This is an optimization exercise on Yosys and OpenROAD, whose aim is small area, not a production implementation. In this exercise RTL edits were held to simulation tests only and were not proved equivalent to the original. Power figures rest on the tool's default switching activity, not on a simulated workload.

==> design/flow/design.v <==
module piacom_rch (
    input  wire        clk,
    input  wire        rst_n,
    input  wire        op_valid,
    input  wire [31:0] op_word,
    output wire        op_ready,
    output reg  [2:0]  fault,
    output reg         started,
    input  wire        sw_n,
    output wire        sw_pullup,
    output reg         rst_out,
    output reg         rst_oe,
    output reg         tclk,
    output reg         tclk_oe,
    output reg         stb,
    output reg         stb_oe,
    input  wire        rdy,
    output reg         rtr,
    output reg         rtr_oe,
    input  wire        da,
    output reg         exp_init,
    output reg         exp_req,
    output reg         exp_we,
    output reg         exp_dev,
    output reg  [1:0]  exp_reg,
    output reg  [7:0]  exp_wdata,
    input  wire        exp_ack,
    input  wire [7:0]  exp_rdata,
    output reg         ser_init,
    input  wire        rx_avail,
    input  wire [7:0]  rx_data,
    output reg         rx_pop,
    output reg         tx_valid,
    output reg  [7:0]  tx_data,
    input  wire        tx_ready,
    output reg         have,
    output reg  [7:0]  rxb
);
    localparam [2:0]  F_ILLEGAL    = 3'd1;
    localparam [2:0]  F_RESERVED   = 3'd2;
    localparam [2:0]  F_NOTSTARTED = 3'd3;
    localparam [2:0]  F_RESTARTED  = 3'd4;
    localparam [2:0]  F_CLKRECONF  = 3'd5;
    localparam [5:0]
        M_IDLE      = 6'd0,
        M_FAULTED   = 6'd1,
        M_SERINIT   = 6'd2,
        M_BANNER    = 6'd3,
        M_BANNER_W  = 6'd4,
        M_EXPINIT   = 6'd5,
        M_DIR_KBD   = 6'd6,
        M_DIR_VID   = 6'd7,
        M_DIR_MISC  = 6'd8,
        M_CLKSTART  = 6'd9,
        M_PULSE_ON  = 6'd10,
        M_PULSE_HLD = 6'd11,
        M_PULSE_OFF = 6'd12,
        M_IRQEN     = 6'd13,
        M_CFG0      = 6'd14,
        M_CFG0_W    = 6'd15,
        M_CFG1      = 6'd16,
        M_CFG1_W    = 6'd17,
        M_CFG2      = 6'd18,
        M_CFG2_W    = 6'd19,
        M_STARTED   = 6'd20,
        M_CLKINIT   = 6'd21,
        M_SVC_AVAIL = 6'd22,
        M_SVC_POP   = 6'd23,
        M_KEY_STB0  = 6'd24,
        M_KEY_MAP   = 6'd25,
        M_KEY_WR    = 6'd26,
        M_KEY_WR_W  = 6'd27,
        M_KEY_STB1  = 6'd28,
        M_KEY_WAIT1 = 6'd29,
        M_KEY_STB2  = 6'd30,
        M_KEY_WAIT0 = 6'd31,
        M_VID_RTR   = 6'd32,
        M_VID_SETL  = 6'd33,
        M_VID_DA    = 6'd34,
        M_VID_RD    = 6'd35,
        M_VID_RD_W  = 6'd36,
        M_VID_RTR0  = 6'd37,
        M_EMIT      = 6'd38,
        M_EMIT_LF   = 6'd39,
        M_EMIT_LF_W = 6'd40,
        M_EMIT_B    = 6'd41,
        M_EMIT_B_W  = 6'd42,
        M_OPDONE    = 6'd43;
    localparam [1:0]
        I_IDLE   = 2'd0,
        I_SAMPLE = 2'd1,
        I_HOLD   = 2'd2,
        I_EXIT   = 2'd3;
    localparam [9:0] HOLD_SEED = 10'h3FF;
    localparam [9:0] HOLD_LAST = 10'h14D;
    localparam [4:0] POLL_SEED = 5'h1F;
    localparam [4:0] SETL_SEED = 5'h02;
    localparam [4:0] POLL_LAST = 5'h12;
    function [7:0] map_key;
        input [15:0] v;
        reg hz, is203, in577, in97, ge96;
        begin
            hz    = (v[15:7] == 9'd0);
            is203 = (v == 16'd203);
            in577 = (v[15:6] == 10'h009) && (v[5:0] >= 6'd1) && (v[5:0] <= 6'd26);
            in97  = hz && (v[6:0] >= 7'd97) && (v[6:0] <= 7'd122);
            ge96  = !hz || (v[6] && v[5]);
            map_key[7] = ge96 && !is203 && !in577 && !in97;
            map_key[6] = v[6] && !(in577 || is203);
            map_key[5] = v[5] && !in97;
            map_key[4] = v[4] || is203;
            map_key[3:0] = v[3:0];
        end
    endfunction
    reg [5:0]  mstate;
    reg        cont;        
    reg [7:0]  b;           
    reg [4:0]  cnt;
    reg        clk_run;
    reg [2:0]  tj;          
    reg        irq_en;
    reg        irq_pend;
    reg [1:0]  istate;
    reg [9:0]  hold;
    reg        sw_meta, sw_sync, sw_prev;
    assign sw_pullup = tclk_oe;
    wire [7:0]  d_op  = op_word[31:24];
    wire [7:0]  d_rsv = op_word[23:16];
    wire [15:0] d_imm = op_word[15:0];
    wire d_startup = (d_op == 8'h01);
    wire d_clkinit = (d_op == 8'h02);
    wire d_keyxfer = (d_op == 8'h10);
    wire d_vidpoll = (d_op == 8'h11);
    wire d_emit    = (d_op == 8'h12);
    wire d_vidsvc  = (d_op == 8'h13);
    wire d_service = (d_op == 8'h20);
    wire d_legal   = d_startup | d_clkinit | d_keyxfer | d_vidpoll | d_emit | d_vidsvc | d_service;
    wire d_resv_bad = (d_rsv != 8'd0) |
                      (!d_keyxfer & (d_imm[15:8] != 8'd0)) |
                      (!d_keyxfer & !d_emit & (d_imm[7:0] != 8'd0));
    wire in_isr   = (istate != I_IDLE);
    wire bus_busy = exp_req | tx_valid;
    wire isr_take = irq_en & irq_pend & ~in_isr & ~bus_busy;
    wire main_run = ~in_isr & ~isr_take;
    assign op_ready = (mstate == M_IDLE) & main_run;
    wire op_fire = op_valid & op_ready;
    always @(posedge clk) begin
        if (!rst_n) begin
            sw_meta <= 1'b1;
            sw_sync <= 1'b1;
            sw_prev <= 1'b1;
        end else begin
            sw_meta <= sw_n;
            sw_sync <= sw_meta;
            sw_prev <= sw_sync;
        end
    end
    wire sw_change = (sw_sync != sw_prev);
    always @(posedge clk) begin
        if (!rst_n)
            irq_pend <= 1'b0;
        else if (irq_en && sw_change)
            irq_pend <= 1'b1;
        else if (isr_take)
            irq_pend <= 1'b0;
    end
    always @(posedge clk) begin
        if (!rst_n || !clk_run) begin
            tj   <= 3'b000;
            tclk <= 1'b0;
        end else begin
            tj   <= {tj[1:0], ~tj[2]};
            tclk <= tclk ^ (tj[2] & ~tj[1]);
        end
    end
    wire hold_start = (main_run && (mstate == M_PULSE_ON)) ||
                      ((istate == I_SAMPLE) && !sw_sync);
    wire hold_done  = (hold == HOLD_LAST);
    always @(posedge clk) begin
        if (hold_start)
            hold <= HOLD_SEED;
        else
            hold <= {hold[8:0], hold[9] ^ hold[6]};
    end
    always @(posedge clk) begin
        if (!rst_n) begin
            istate <= I_IDLE;
        end else begin
            case (istate)
                I_IDLE:   if (isr_take) istate <= I_SAMPLE;
                I_SAMPLE: istate <= sw_sync ? I_EXIT : I_HOLD;
                I_HOLD:   if (hold_done) istate <= I_EXIT;
                default:  istate <= I_IDLE;
            endcase
        end
    end
    always @(posedge clk) begin
        if (main_run) begin
            if (mstate == M_KEY_STB1 || mstate == M_KEY_STB2)
                cnt <= POLL_SEED;
            else if (mstate == M_VID_RTR)
                cnt <= SETL_SEED;
            else
                cnt <= {cnt[3:0], cnt[4] ^ cnt[2]};
        end
    end
    wire cnt_last = (cnt == POLL_LAST);
    wire [7:0] tx_nb;
    assign tx_nb[7] = 1'b0;
    assign tx_nb[6] = ~tx_data[2] & ~(tx_data[0] & ~tx_data[3]);
    assign tx_nb[5] = tx_data[6] & tx_data[0] & ~tx_data[3];
    assign tx_nb[4] = ~(tx_data[4] | tx_data[3] | tx_data[2]);
    assign tx_nb[3] = (tx_data[6] | tx_data[2]) & ~(tx_data[6] & tx_data[3]);
    assign tx_nb[2] = (tx_data[6] & tx_data[0] & ~tx_data[3]) | tx_data[5];
    assign tx_nb[1] = tx_data[0] & ~(tx_data[3] & tx_data[6]);
    assign tx_nb[0] = tx_data[4] | (tx_data[3] & tx_data[6]);
    wire tx_banner_last = tx_data[1] & ~tx_data[2];
    always @(posedge clk) begin
        if (!rst_n) begin
            mstate     <= M_IDLE;
            fault      <= 3'd0;
            started    <= 1'b0;
            clk_run    <= 1'b0;
            irq_en     <= 1'b0;
            rst_out    <= 1'b0;
            rst_oe     <= 1'b0;
            tclk_oe    <= 1'b0;
            stb        <= 1'b0;
            stb_oe     <= 1'b0;
            rtr        <= 1'b0;
            rtr_oe     <= 1'b0;
            exp_init   <= 1'b0;
            exp_req    <= 1'b0;
            exp_we     <= 1'b0;
            exp_dev    <= 1'b0;
            exp_reg    <= 2'd0;
            exp_wdata  <= 8'd0;
            ser_init   <= 1'b0;
            rx_pop     <= 1'b0;
            tx_valid   <= 1'b0;
            tx_data    <= 8'd0;
            have       <= 1'b0;
            rxb        <= 8'd0;
        end else begin
            rx_pop <= 1'b0;
            if (istate == I_SAMPLE)
                rst_out <= !sw_sync;
            else if (istate == I_HOLD && hold_done)
                rst_out <= 1'b0;
            if (main_run) begin
                case (mstate)
                    M_IDLE: begin
                        if (op_fire) begin
                            cont <= d_vidsvc | d_service;
                            b    <= d_keyxfer ? map_key(d_imm) : d_imm[7:0];
                            if (!d_legal) begin
                                fault  <= F_ILLEGAL;
                                mstate <= M_FAULTED;
                            end else if (d_resv_bad) begin
                                fault  <= F_RESERVED;
                                mstate <= M_FAULTED;
                            end else if (d_startup) begin
                                if (started) begin
                                    fault  <= F_RESTARTED;
                                    mstate <= M_FAULTED;
                                end else begin
                                    mstate <= M_SERINIT;
                                end
                            end else if (d_clkinit) begin
                                mstate <= M_CLKINIT;
                            end else if (!started) begin
                                fault  <= F_NOTSTARTED;
                                mstate <= M_FAULTED;
                            end else if (d_keyxfer) begin
                                mstate <= M_KEY_STB0;
                            end else if (d_emit) begin
                                mstate <= M_EMIT;
                            end else if (d_service) begin
                                mstate <= M_SVC_AVAIL;
                            end else begin
                                mstate <= M_VID_RTR;
                            end
                        end
                    end
                    M_FAULTED: ;
                    M_SERINIT: begin
                        ser_init <= 1'b1;
                        mstate   <= M_BANNER;
                    end
                    M_BANNER: begin
                        tx_valid <= 1'b1;
                        tx_data  <= tx_nb;
                        mstate   <= M_BANNER_W;
                    end
                    M_BANNER_W: begin
                        if (tx_ready) begin
                            tx_valid <= 1'b0;
                            mstate   <= tx_banner_last ? M_EXPINIT : M_BANNER;
                        end
                    end
                    M_EXPINIT: begin
                        exp_init <= 1'b1;
                        mstate   <= M_DIR_KBD;
                    end
                    M_DIR_KBD: begin
                        stb_oe <= 1'b1;
                        mstate <= M_DIR_VID;
                    end
                    M_DIR_VID: begin
                        rtr_oe <= 1'b1;
                        mstate <= M_DIR_MISC;
                    end
                    M_DIR_MISC: begin
                        tclk_oe <= 1'b1;
                        mstate  <= M_CLKSTART;
                    end
                    M_CLKSTART: begin
                        if (clk_run) begin
                            fault  <= F_CLKRECONF;
                            mstate <= M_FAULTED;
                        end else begin
                            clk_run <= 1'b1;
                            mstate  <= M_PULSE_ON;
                        end
                    end
                    M_PULSE_ON: begin
                        rst_oe  <= 1'b1;
                        rst_out <= 1'b1;
                        mstate  <= M_PULSE_HLD;
                    end
                    M_PULSE_HLD: begin
                        if (hold_done)
                            mstate <= M_PULSE_OFF;
                    end
                    M_PULSE_OFF: begin
                        rst_out <= 1'b0;
                        mstate  <= M_IRQEN;
                    end
                    M_IRQEN: begin
                        irq_en <= 1'b1;
                        mstate <= M_CFG0;
                    end
                    M_CFG0: begin
                        exp_req   <= 1'b1;
                        exp_we    <= 1'b1;
                        exp_dev   <= 1'b1;
                        exp_reg   <= 2'd0;
                        exp_wdata <= 8'hFF;
                        mstate    <= M_CFG0_W;
                    end
                    M_CFG0_W: begin
                        if (exp_ack) begin
                            exp_req <= 1'b0;
                            mstate  <= M_CFG1;
                        end
                    end
                    M_CFG1: begin
                        exp_req   <= 1'b1;
                        exp_we    <= 1'b1;
                        exp_dev   <= 1'b1;
                        exp_reg   <= 2'd1;
                        exp_wdata <= 8'h80;
                        mstate    <= M_CFG1_W;
                    end
                    M_CFG1_W: begin
                        if (exp_ack) begin
                            exp_req <= 1'b0;
                            mstate  <= M_CFG2;
                        end
                    end
                    M_CFG2: begin
                        exp_req   <= 1'b1;
                        exp_we    <= 1'b1;
                        exp_dev   <= 1'b0;
                        exp_reg   <= 2'd0;
                        exp_wdata <= 8'h00;
                        mstate    <= M_CFG2_W;
                    end
                    M_CFG2_W: begin
                        if (exp_ack) begin
                            exp_req <= 1'b0;
                            mstate  <= M_STARTED;
                        end
                    end
                    M_STARTED: begin
                        started <= 1'b1;
                        mstate  <= M_IDLE;
                    end
                    M_CLKINIT: begin
                        if (clk_run) begin
                            fault  <= F_CLKRECONF;
                            mstate <= M_FAULTED;
                        end else begin
                            clk_run <= 1'b1;
                            mstate  <= M_IDLE;
                        end
                    end
                    M_SVC_AVAIL: begin
                        if (rx_avail) begin
                            rx_pop <= 1'b1;
                            b      <= map_key({8'd0, rx_data});
                            mstate <= M_SVC_POP;
                        end else begin
                            mstate <= M_VID_RTR;
                        end
                    end
                    M_SVC_POP: mstate <= M_KEY_STB0;
                    M_KEY_STB0: mstate <= M_KEY_MAP;
                    M_KEY_MAP: begin
                        if (b[7])
                            mstate <= cont ? M_VID_RTR : M_OPDONE;
                        else
                            mstate <= M_KEY_WR;
                    end
                    M_KEY_WR: begin
                        exp_req   <= 1'b1;
                        exp_we    <= 1'b1;
                        exp_dev   <= 1'b0;
                        exp_reg   <= 2'd2;
                        exp_wdata <= {1'b1, b[6:0]};
                        mstate    <= M_KEY_WR_W;
                    end
                    M_KEY_WR_W: begin
                        if (exp_ack) begin
                            exp_req <= 1'b0;
                            mstate  <= M_KEY_STB1;
                        end
                    end
                    M_KEY_STB1: begin
                        stb    <= 1'b1;
                        mstate <= M_KEY_WAIT1;
                    end
                    M_KEY_WAIT1: begin
                        if (rdy || cnt_last)
                            mstate <= M_KEY_STB2;
                    end
                    M_KEY_STB2: begin
                        stb    <= 1'b0;
                        mstate <= M_KEY_WAIT0;
                    end
                    M_KEY_WAIT0: begin
                        if (!rdy || cnt_last)
                            mstate <= cont ? M_VID_RTR : M_OPDONE;
                    end
                    M_VID_RTR: begin
                        rtr    <= 1'b1;
                        mstate <= M_VID_SETL;
                    end
                    M_VID_SETL: begin
                        if (cnt_last)
                            mstate <= M_VID_DA;
                    end
                    M_VID_DA: begin
                        if (da) begin
                            mstate <= M_VID_RD;
                        end else begin
                            have   <= 1'b0;
                            mstate <= M_OPDONE;
                        end
                    end
                    M_VID_RD: begin
                        exp_req <= 1'b1;
                        exp_we  <= 1'b0;
                        exp_dev <= 1'b1;
                        exp_reg <= 2'd2;
                        mstate  <= M_VID_RD_W;
                    end
                    M_VID_RD_W: begin
                        if (exp_ack) begin
                            exp_req <= 1'b0;
                            rxb     <= {1'b0, exp_rdata[6:0]};
                            b       <= {1'b0, exp_rdata[6:0]};
                            mstate  <= M_VID_RTR0;
                        end
                    end
                    M_VID_RTR0: begin
                        rtr    <= 1'b0;
                        have   <= 1'b1;
                        mstate <= cont ? M_EMIT : M_OPDONE;
                    end
                    M_EMIT: begin
                        mstate <= (b == 8'h0D) ? M_EMIT_LF : M_EMIT_B;
                    end
                    M_EMIT_LF: begin
                        tx_valid <= 1'b1;
                        tx_data  <= 8'h0A;
                        mstate   <= M_EMIT_LF_W;
                    end
                    M_EMIT_LF_W: begin
                        if (tx_ready) begin
                            tx_valid <= 1'b0;
                            mstate   <= M_EMIT_B;
                        end
                    end
                    M_EMIT_B: begin
                        tx_valid <= 1'b1;
                        tx_data  <= b;
                        mstate   <= M_EMIT_B_W;
                    end
                    M_EMIT_B_W: begin
                        if (tx_ready) begin
                            tx_valid <= 1'b0;
                            mstate   <= M_OPDONE;
                        end
                    end
                    default: mstate <= M_IDLE;
                endcase
            end
        end
    end
endmodule
==> design/flow/run.sh <==
#!/bin/bash
# synth_recipe.tcl (not shown) runs the flow's synth.tcl, then flattens the netlist and writes it again
# the make line also repeats each setting of config.mk as NAME=value (left out here)
make -C /OpenROAD-flow-scripts/flow DESIGN_CONFIG=/design/flow/config.mk WORK_HOME=/design/flow/orfs CLKGATE_MAP_FILE= SYNTH_SCRIPT=/design/flow/synth_recipe.tcl finish
==> design/flow/config.mk <==
export PLATFORM = sky130hd
export DESIGN_NAME = piacom_rch
export DESIGN_NICKNAME = piacom_rch
export VERILOG_FILES = /design/flow/design.v
export SDC_FILE = /design/flow/constraint.sdc
export NUM_CORES = 4
export LEC_CHECK = 0
export CAP_MARGIN = 20
export CORE_MARGIN = 2
export CORE_UTILIZATION = 40
export SLEW_MARGIN = 20
==> design/flow/constraint.sdc <==
create_clock -name core_clock -period 10.0 [get_ports {clk}]
set_input_delay 2.0000 -clock core_clock [delete_from_list [all_inputs] [get_ports {clk}]]
set_output_delay 2.0000 -clock core_clock [all_outputs]
set_load 0.01 [all_outputs]
==> results.txt <==
-- kinds of logic (layout without fill, tap and decap cells) --
group	count (synthesis)	in the layout	synth area share (%)
DFF	86	86	36.4
muxes	11	11	2.18
and+or+nand+nor	305	305	32.5
buffers and inverters	61	145	5.13
other	1	1	0.0733
adders and majority gates	4	4	0.978
xor gates and xnor gates	10	10	1.71
AOI/OAI and AO/OA	153	153	21.1
-- cell type report --
class | instances | area, um^2
Sequential cell | 86 | 1860
Inverter | 17 | 63.8
Multi-Input combinational cell | 484 | 2990
Fill cell | 1251 | 6010
Timing Repair Buffer | 112 | 1090
Tap cell | 172 | 215
Clock inverter | 5 | 62.6
Clock buffer | 11 | 264
-- how the worst max path moves through the flow --
stage / end / cells past startpoint / startpoint / slack, ns
3_3_place_gp: fault[0] / 7 / op_word[25] / 5.48
6_report: fault[0] / 7 / op_word[25] / 5.75
5_1_grt: fault[0] / 7 / op_word[25] / 5.59
4_1_cts: fault[0] / 7 / op_word[25] / 5.77
2_1_floorplan: fault[0] / 6 / op_word[27] / 6.31
3_5_place_dp: fault[0] / 7 / op_word[25] / 5.40
-- per-layer routing --
layer | share of wire [%] | vias to the layer above | track usage, %
met4 | 1.7 | 0 | 7.06
met2 | 47 | 199 | 37.6
met3 | 7.1 | 24 | 5.56
met1 | 45 | 2350 | 32.1
li1 | - | 2472 | -
met5 | 0 | - | 0
-- placed cells by master, fill, tap and decap left out, types with 7 or more instances in the layout --
cell type / Yosys / routed
sky130_fd_sc_hd__inv_1: 10 / 10
sky130_fd_sc_hd__clkdlybuf4s50_1: 0 / 102
sky130_fd_sc_hd__nor2_1: 85 / 85
sky130_fd_sc_hd__nor4_1: 15 / 15
sky130_fd_sc_hd__nand3_1: 21 / 21
sky130_fd_sc_hd__o21ai_0: 17 / 17
sky130_fd_sc_hd__edfxtp_1: 14 / 14
sky130_fd_sc_hd__a21oi_1: 51 / 51
sky130_fd_sc_hd__mux2i_1: 10 / 10
sky130_fd_sc_hd__buf_4: 3 / 9
sky130_fd_sc_hd__nand2_1: 52 / 52
sky130_fd_sc_hd__dfxtp_1: 72 / 72
sky130_fd_sc_hd__a22oi_1: 7 / 7
sky130_fd_sc_hd__or3_1: 15 / 15
sky130_fd_sc_hd__nor2b_1: 8 / 8
sky130_fd_sc_hd__nand2b_1: 20 / 20
sky130_fd_sc_hd__nor3_1: 29 / 29
sky130_fd_sc_hd__clkbuf_16: 0 / 10
sky130_fd_sc_hd__o21ai_1: 7 / 7
-- worst max-delay path, delay by kind of cell --
kind / cells / cell delay, ns
and+or+nand+nor: 4 / 1.03
AOI/OAI and AO/OA: 2 / 0.73
buffers and inverters: 1 / 0.70
-- through the flow --
stage / hold slack [ns] / utilization (%) / total power [mW] / worst slack [ns]
after floorplan: 0.384 / - / 0.592 / 6.31
after global placement: 0.396 / 49.5 / 0.676 / 5.48
after detailed placement: 0.406 / 49.5 / 0.683 / 5.40
after CTS: 0.425 / 52.1 / 1.05 / 5.77
after global routing: 0.428 / 52.1 / 1.09 / 5.59
final: 0.417 / 52.1 / 1.04 / 5.75
-- where the power goes --
| group | internal, mW | switching (mW) | leakage [nW] |
|---|---|---|---|
| logic | 0.0984 | 0.147 | 1.39 |
| registers | 0.405 | 0.0288 | 0.721 |
| clock network | 0.217 | 0.144 | 0.155 |
| total | 0.721 | 0.319 | 2.27 |
-- synth_stat cells (7+ instances only) --
library cell,instances,share of area [%]
sky130_fd_sc_hd__nor2_1,85,6.2
sky130_fd_sc_hd__or3_1,15,1.8
sky130_fd_sc_hd__nand3_1,21,2.1
sky130_fd_sc_hd__nand2b_1,20,2.4
sky130_fd_sc_hd__o21ai_0,17,1.7
sky130_fd_sc_hd__clkbuf_1,20,1.5
sky130_fd_sc_hd__nand2_1,52,3.8
sky130_fd_sc_hd__dfxtp_1,72,28
sky130_fd_sc_hd__inv_1,10,0.73
sky130_fd_sc_hd__nor2b_1,8,0.98
sky130_fd_sc_hd__a21oi_1,51,5.0
sky130_fd_sc_hd__nor3_1,29,2.8
sky130_fd_sc_hd__o21ai_1,7,0.68
sky130_fd_sc_hd__buf_2,18,1.8
sky130_fd_sc_hd__mux2i_1,10,2.0
sky130_fd_sc_hd__edfxtp_1,14,8.2
sky130_fd_sc_hd__a22oi_1,7,1.0
sky130_fd_sc_hd__nor4_1,15,1.8
==> flow_summary.html <==
<table>
<tr><th>Metric</th><th>Value</th></tr>
<tr><th colspan="2">Synth</th></tr>
<tr><td>Syn Area/Cell</td><td>8.11 um^2</td></tr>
<tr><td>#FFs+latches synth</td><td>86</td></tr>
<tr><td>Instance count of the mapped netlist</td><td>631</td></tr>
<tr><td>Dominant synthesized flop cell</td><td>sky130_fd_sc_hd__dfxtp_1</td></tr>
<tr><td>Sequential cell area fraction in the yosys report</td><td>36.4%</td></tr>
<tr><td>Synthesized net count</td><td>692</td></tr>
<tr><td>Post-synth EDFFs</td><td>14</td></tr>
<tr><td>Share of async-settable or async-resettable flops after synthesis</td><td>0%</td></tr>
<tr><td>Distinct cell type count of the synthesized netlist</td><td>88</td></tr>
<tr><td>Netlist area before placement</td><td>0.00512 mm^2</td></tr>
<tr><td>Yosys synthesis warning count</td><td>1</td></tr>
<tr><th colspan="2">Clocking</th></tr>
<tr><td>Inserted Clock Buffers</td><td>9</td></tr>
<tr><td>CTS Sinks</td><td>86</td></tr>
<tr><td>PostCTS Resize Cnt</td><td>0</td></tr>
<tr><td>Insertion delay of the later-clocked pin in the worst-skew pair</td><td>0.35 ns</td></tr>
<tr><td>Clock transition at the register clock pins on the worst setup and hold paths after CTS</td><td>0.07 ns</td></tr>
<tr><td>Number of buffers added to fix hold violations after cts</td><td>0</td></tr>
<tr><td>CTS HTree Levels</td><td>3</td></tr>
<tr><td>Buffer depth of the longest clock path</td><td>2</td></tr>
<tr><td>Number of setup buffers added after CTS</td><td>0</td></tr>
<tr><td>Clock root buffer</td><td>sky130_fd_sc_hd__clkbuf_16</td></tr>
<tr><td>TritonCTS clock tree</td><td>built</td></tr>
<tr><th colspan="2">Worst setup path</th></tr>
<tr><td>Cell at the slowest stage of the critical path</td><td>sky130_fd_sc_hd__clkdlybuf4s50_1</td></tr>
<tr><td>WP data required</td><td>10.22 ns</td></tr>
<tr><td>Critical Path Sink Type</td><td>register</td></tr>
<tr><td>R2R Setup Slk</td><td>7.33 ns</td></tr>
<tr><td>Depth of the worst register-to-register path</td><td>7</td></tr>
<tr><td>Cells traversed along the worst timing path</td><td>clkdlybuf4s50_1, nor4b_1, and2_4, o2111ai_4, o41ai_4, and2b_1, nor3_2</td></tr>
<tr><td>Critical path start-end classification</td><td>in -&gt; reg</td></tr>
<tr><td>Worst-path fanout max</td><td>18</td></tr>
<tr><td>Reg-to-Reg Start</td><td>mstate[2]</td></tr>
<tr><td>CP Launch Type</td><td>primary input</td></tr>
<tr><td>Worst path max stage delay</td><td>0.70 ns</td></tr>
<tr><td>Worst r2r dst</td><td>tx_data[3]</td></tr>
<tr><td>Arrival time of data at the critical path endpoint</td><td>4.47 ns</td></tr>
<tr><th colspan="2">Hold path</th></tr>
<tr><td>End point of the most critical hold path</td><td>tj[0]</td></tr>
<tr><td>Worst Min Path Start</td><td>tj[2]</td></tr>
<tr><td>Hold Path Depth</td><td>1</td></tr>
<tr><td>Path type of the worst min-delay path</td><td>reg -&gt; reg</td></tr>
<tr><th colspan="2">Finish</th></tr>
<tr><td>Flip-flop count of the largest register, all copies and words added</td><td>10</td></tr>
<tr><td>Final cell count without fillers</td><td>887</td></tr>
<tr><td>Ant diodes</td><td>0</td></tr>
<tr><td>Layout Area Growth over Synthesis</td><td>28.1%</td></tr>
<tr><td>Largest register by flop count</td><td>hold</td></tr>
<tr><td>Fraction of final layout cells with drive strength greater than 1</td><td>7.13%</td></tr>
<tr><td>Final cell area excluding filler cells</td><td>0.00655 mm^2</td></tr>
<tr><td>Net count reported at finish</td><td>771</td></tr>
<tr><th colspan="2">STA</th></tr>
<tr><td>Count of endpoints failing setup in the final report</td><td>0</td></tr>
<tr><td>Worst Max-Slew Pin Slew</td><td>1.05 ns</td></tr>
<tr><td>Final Skew</td><td>0.00848 ns</td></tr>
<tr><td>Final Max Tran Viols</td><td>0</td></tr>
<tr><td>Time the final worst path needs with I/O delays and setup</td><td>4.25 ns</td></tr>
<tr><td>Final cycle utilization of the critical path</td><td>42.5%</td></tr>
<tr><td>Slew headroom</td><td>29.5%</td></tr>
<tr><td>Final count of hold timing violations</td><td>0</td></tr>
<tr><td>RSZ-0062 raised after global routing</td><td>no</td></tr>
<tr><td>Fin Setup TNS</td><td>0 ns</td></tr>
<tr><td>Achievable frequency</td><td>235 MHz</td></tr>
<tr><th colspan="2">GRT</th></tr>
<tr><td>Antenna violations before repair</td><td>0</td></tr>
<tr><td>Grt total ovfl</td><td>0</td></tr>
<tr><td>Global-route usage over all layers</td><td>23.7%</td></tr>
<tr><td>Largest net degree at the start of global routing</td><td>43</td></tr>
<tr><td>Number of global-route vias before repair</td><td>4,757</td></tr>
<tr><td>First-pass GRT wire length</td><td>24.8 mm</td></tr>
<tr><th colspan="2">Placed design</th></tr>
<tr><td>Placed Cells incl. Taps</td><td>870</td></tr>
<tr><td>Half-perimeter wire length after detailed placement</td><td>11.4 mm</td></tr>
<tr><td>Number of buffer cells added on primary ports</td><td>102</td></tr>
<tr><td>Post-DP Area</td><td>0.00622 mm^2</td></tr>
<tr><td>GPL Wtd Cong</td><td>0.935</td></tr>
<tr><th colspan="2">Detailed routing</th></tr>
<tr><td>Routed via count</td><td>5,045</td></tr>
<tr><td>Detailed-routing iteration count for the pre-antenna-repair pass</td><td>5</td></tr>
<tr><td>Per-cell routed wire length</td><td>17.8 um</td></tr>
<tr><td>Drt initial violations</td><td>382</td></tr>
<tr><td>Wire length reported by the detailed router</td><td>15.8 mm</td></tr>
<tr><td>Post-route DRC violation count</td><td>0</td></tr>
<tr><td>Final antenna-violating net count</td><td>0</td></tr>
<tr><td>Routed vias/inst</td><td>5.69</td></tr>
<tr><th colspan="2">Floorplanning</th></tr>
<tr><td>Vertical die dimension</td><td>117 um</td></tr>
<tr><td>Total I/O pin count</td><td>105</td></tr>
<tr><td>Initial core utilization</td><td>40.7%</td></tr>
<tr><td>Area of the core</td><td>0.0126 mm^2</td></tr>
<tr><td>Row cnt</td><td>41</td></tr>
<tr><td>Area enclosed by the die boundary</td><td>0.0137 mm^2</td></tr>
<tr><td>Die outline width</td><td>117 um</td></tr>
<tr><th colspan="2">Power</th></tr>
<tr><td>Power per Cell Area</td><td>159 mW/mm^2</td></tr>
<tr><td>Leakage dissipation</td><td>2.27 nW</td></tr>
<tr><td>Peak VDD IR</td><td>0.0000819 V</td></tr>
<tr><th colspan="2">Flow run</th></tr>
<tr><td>Max Cap Violations</td><td>0</td></tr>
<tr><th colspan="2">Status</th></tr>
<tr><td>Run status</td><td>complete, no violations</td></tr>
</table>

## static timing again, ports no longer ideal
No port has a modelled driver above. Below, the same layout with a new extraction and two added sets of constraints. Step 1: set_driving_cell puts a clkbuf_16 on clk and a buf_2 on each other input, an assumption about the parent block. Step 2, shift: input delay + t, output delay - t, t = (earliest + latest rising clock arrival at the registers) / 2. This alone moves slack from input paths to output paths. a / b / c = ideal / step 1 / step 2; a / b = the first two.
shift t [ns]: 0.390
slack for setup (ns): 5.751 / 5.769 / 5.379
hold WS [ns]: 0.417 / 0.417 / 0.417
worst setup path at the end: input to register
cell pins on the clock port's net: 1
After both steps this run still meets setup and hold. The setup slack of this run moves by +0.018 ns with the drivers and by -0.372 ns with both steps.
